What follows belongs to an exercise in optimizing a design on an open flow for a short achievable clock period and few clock cycles per item; a production flow would make more cautious choices. Only simulation tests tie the RTL to the original design; equivalence was not proved. Power is estimated from default activity; no workload was simulated.

== build 46 ==
## mtp40c_pe
module mtp40c_pe (
    input  wire        clk,
    input  wire        rst,         
    input  wire        cmd_valid,
    output wire        cmd_ready,
    input  wire [39:0] cmd_word,
    output wire        done,
    output wire [31:0] result,
    output wire [2:0]  status,
    input  wire [31:0] now_ms,
    output wire        tx_valid,
    output wire [7:0]  tx_data,
    input  wire        tx_ready,
    input  wire        rx_valid,
    input  wire [7:0]  rx_data,
    output wire        rx_ready
);
Size: about 6900 cells after synthesis, roughly 1000 flip-flops, about 130 I/O pins.
clock: 10.0 ns
lec_check: 0
abc_clock_period_in_ps: 1000
cap_margin: 20
core_margin: 2
core_utilization: 40
slew_margin: 20
synth_hierarchical: 1
tns_end_percent: 100
standard.sh (not shown) runs the stock make flow with config.mk's settings and CLKGATE_MAP_FILE= SYNTH_SCRIPT=/design/flow/synth_recipe.tcl, a recipe that flattens the netlist after the stock synthesis.
==> flow/flow/run.sh <==
#!/bin/bash
# The standard layout (standard.sh: unchanged synthesis, floorplan, power
# grid, placement, CTS and routing) with three repair settings changed:
#  - timing repair aims at 6.8 ns of setup slack instead of 0, so that it keeps
#    improving the critical paths past the point where the clock is met;
#  - the port buffers are buf_4 cells (the default pick here is a delay
#    cell), still one buffer on every input and output port;
#  - resizing may change a cell's footprint.
# make's full output goes to standard_flow.log in this folder; each ORFS
# step's own log stays under orfs/logs/.
set -uo pipefail
bash standard.sh SETUP_SLACK_MARGIN=6.8 MATCH_CELL_FOOTPRINT=0 \
    "BUFFER_PORTS_ARGS=-buffer_cell sky130_fd_sc_hd__buf_4" finish \
    > standard_flow.log 2>&1
Testbench counts of build 46, summed over its fixed seeds: cycles 51,443, commands 4,800.
The inputs of build 28 differ from those of build 46 as listed below.
--- a/flow/flow/run.sh
+++ b/flow/flow/run.sh
@@ -3,3 +3,3 @@
 # grid, placement, CTS and routing) with three repair settings changed:
-#  - timing repair aims at 6.8 ns of setup slack instead of 0, so that it keeps
+#  - timing repair aims at 7 ns of setup slack instead of 0, so that it keeps
 #    improving the critical paths past the point where the clock is met;
@@ -11,3 +11,3 @@
 set -uo pipefail
-bash standard.sh SETUP_SLACK_MARGIN=6.8 MATCH_CELL_FOOTPRINT=0 \
+bash standard.sh SETUP_SLACK_MARGIN=7 MATCH_CELL_FOOTPRINT=0 \
     "BUFFER_PORTS_ARGS=-buffer_cell sky130_fd_sc_hd__buf_4" finish \
--- outcome ---
- Headroom to the max-slew limit: build 28 vs build 46 down 4.4 points
- Going from build 46 to build 28, routed metal-1 wirelength grows by 3.6%.
- Re fraction of area in multi-input gates: build 46 was higher than build 28.
- Number of antenna violations at the first check in global routing: build 28 and build 46 compared, higher one is build 28
- Diff build 46 -> build 28 | power | up slightly
- Taking build 46 as the reference, in build 28 wire length shows an increase of 12 mm, post-CTS resize count increased about 70%.
- Critical path depth: build 28 vs build 46 identical
- Per the comparison of build 28 with build 46, actual slew at the worst max-slew pin went up; clock network power share went down; final layout net count went up.
### build 28 -> build 52
Settings: CORE_UTILIZATION now 45, was 40.
Notes after the runs:
[build 52] die area fell 11% relative to build 28. Build 28 → build 52: row count lower; power down 110 uW; global routing met2 resource utilization now sits higher; height of the chip went down; pin count of the biggest net entering global routing has decreased. Relative to build 28, first-pass GRT wire length has gone up in build 52. Compared with build 28, build 52 shows final core utilization higher by 6.7 points. Compared with build 28, in build 52 leakage power now larger, horizontal extent of the die now smaller.

---

mtp40c_pe, a different RTL version from the one above (not shown whole).
Size: about 7100 cells after synthesis, roughly 940 flip-flops, roughly 130 I/O pins, roughly 65000 um^2 of cells after synthesis.
==> flow/config.mk <==
export PLATFORM = sky130hd
export DESIGN_NAME = mtp40c_pe
export DESIGN_NICKNAME = mtp40c_pe
export VERILOG_FILES = /design/flow/design.v
export SDC_FILE = /design/flow/constraint.sdc
export NUM_CORES = 4
export LEC_CHECK = 0
export ABC_CLOCK_PERIOD_IN_PS = 1000
export CAP_MARGIN = 20
export CORE_MARGIN = 2
export CORE_UTILIZATION = 55
export PLACE_DENSITY = 0.7
export SLEW_MARGIN = 20
export SYNTH_HIERARCHICAL = 1
export TNS_END_PERCENT = 100
==> flow/constraint.sdc <==
create_clock -name core_clock -period 10.0 [get_ports {clk}]
set_input_delay 2.0000 -clock core_clock [delete_from_list [all_inputs] [get_ports {clk}]]
set_output_delay 2.0000 -clock core_clock [all_outputs]
set_load 0.01 [all_outputs]
==> flow/flow/run.sh <==
#!/bin/bash
# The standard layout (standard.sh: unchanged synthesis, floorplan, power
# grid, placement, CTS and routing) with three repair settings changed:
#  - timing repair aims at 7 ns of setup slack instead of 0, so that it keeps
#    improving the critical paths past the point where the clock is met;
#  - the port buffers are buf_4 cells (the default pick here is a delay
#    cell), still one buffer on every input and output port;
#  - resizing may change a cell's footprint.
# make's full output goes to standard_flow.log in this folder; each ORFS
# step's own log stays under orfs/logs/.
set -uo pipefail
bash standard.sh SETUP_SLACK_MARGIN=7 MATCH_CELL_FOOTPRINT=0 \
    "BUFFER_PORTS_ARGS=-buffer_cell sky130_fd_sc_hd__buf_4" finish \
    > standard_flow.log 2>&1
The starting point went through all stages and came out clean.
Testbench counts at the start, summed over its fixed seeds: cycles 51,443, commands 4,800.
==> next run, changes <==
- CORE_UTILIZATION: 55 -> 40
- PLACE_DENSITY: 0.7 -> unset
After rerunning:
- setup slack improves by 140 ps
- hold slack degrades by 18 ps
- maximum frequency is higher by 4.2%
- core utilization is lower by 18 points
- via count is lower by 1.4%
- wire length is higher by 3.1%
- area after synthesis is unchanged
- clock-buffer cell count is higher by 2
- first-iteration DRC count is lower by 9.0%

==> separate check: timing with driven ports <==
The results above use ideal ports. As a check the final layouts listed here were re-extracted and re-timed, cells and wires unchanged.
Step 1 assumes that a clkbuf_16 drives the clock port and a buf_2 every other input.
Step 2 adds t to the input delays and takes it off the output delays; t is the mean of the earliest and latest rising clock arrival at the registers after step 1. Input paths then give back, and output paths get back, about the clock's delay inside the block.
Three values: ideal, step 1, step 2; two values: the first two.
| run | shift t [ns] | setup WS [ns] | worst setup path at the end | worst register clock-pin slew, ns |
|---|---|---|---|---|
| build 46 | 0.837 | 6.646 / 6.566 / 5.904 | input to register | 0.07 / 0.07 |
| build 28 | 0.849 | 6.680 / 6.594 / 5.900 | input to register | 0.07 / 0.07 |
| build 52 | 0.851 | 6.662 / 6.582 / 5.916 | input to register | 0.07 / 0.07 |
| the first run of note 2 | 0.812 | 6.509 / 6.509 / 5.951 | input to register | 0.07 / 0.07 |
| the second run of note 2 | 0.854 | 6.649 / 6.588 / 6.020 | input to register | 0.07 / 0.07 |
After both steps setup and hold are still met in every run listed. The setup slack of build 28, which loses most, moves by -0.086 ns with the drivers and by -0.780 ns with both steps.
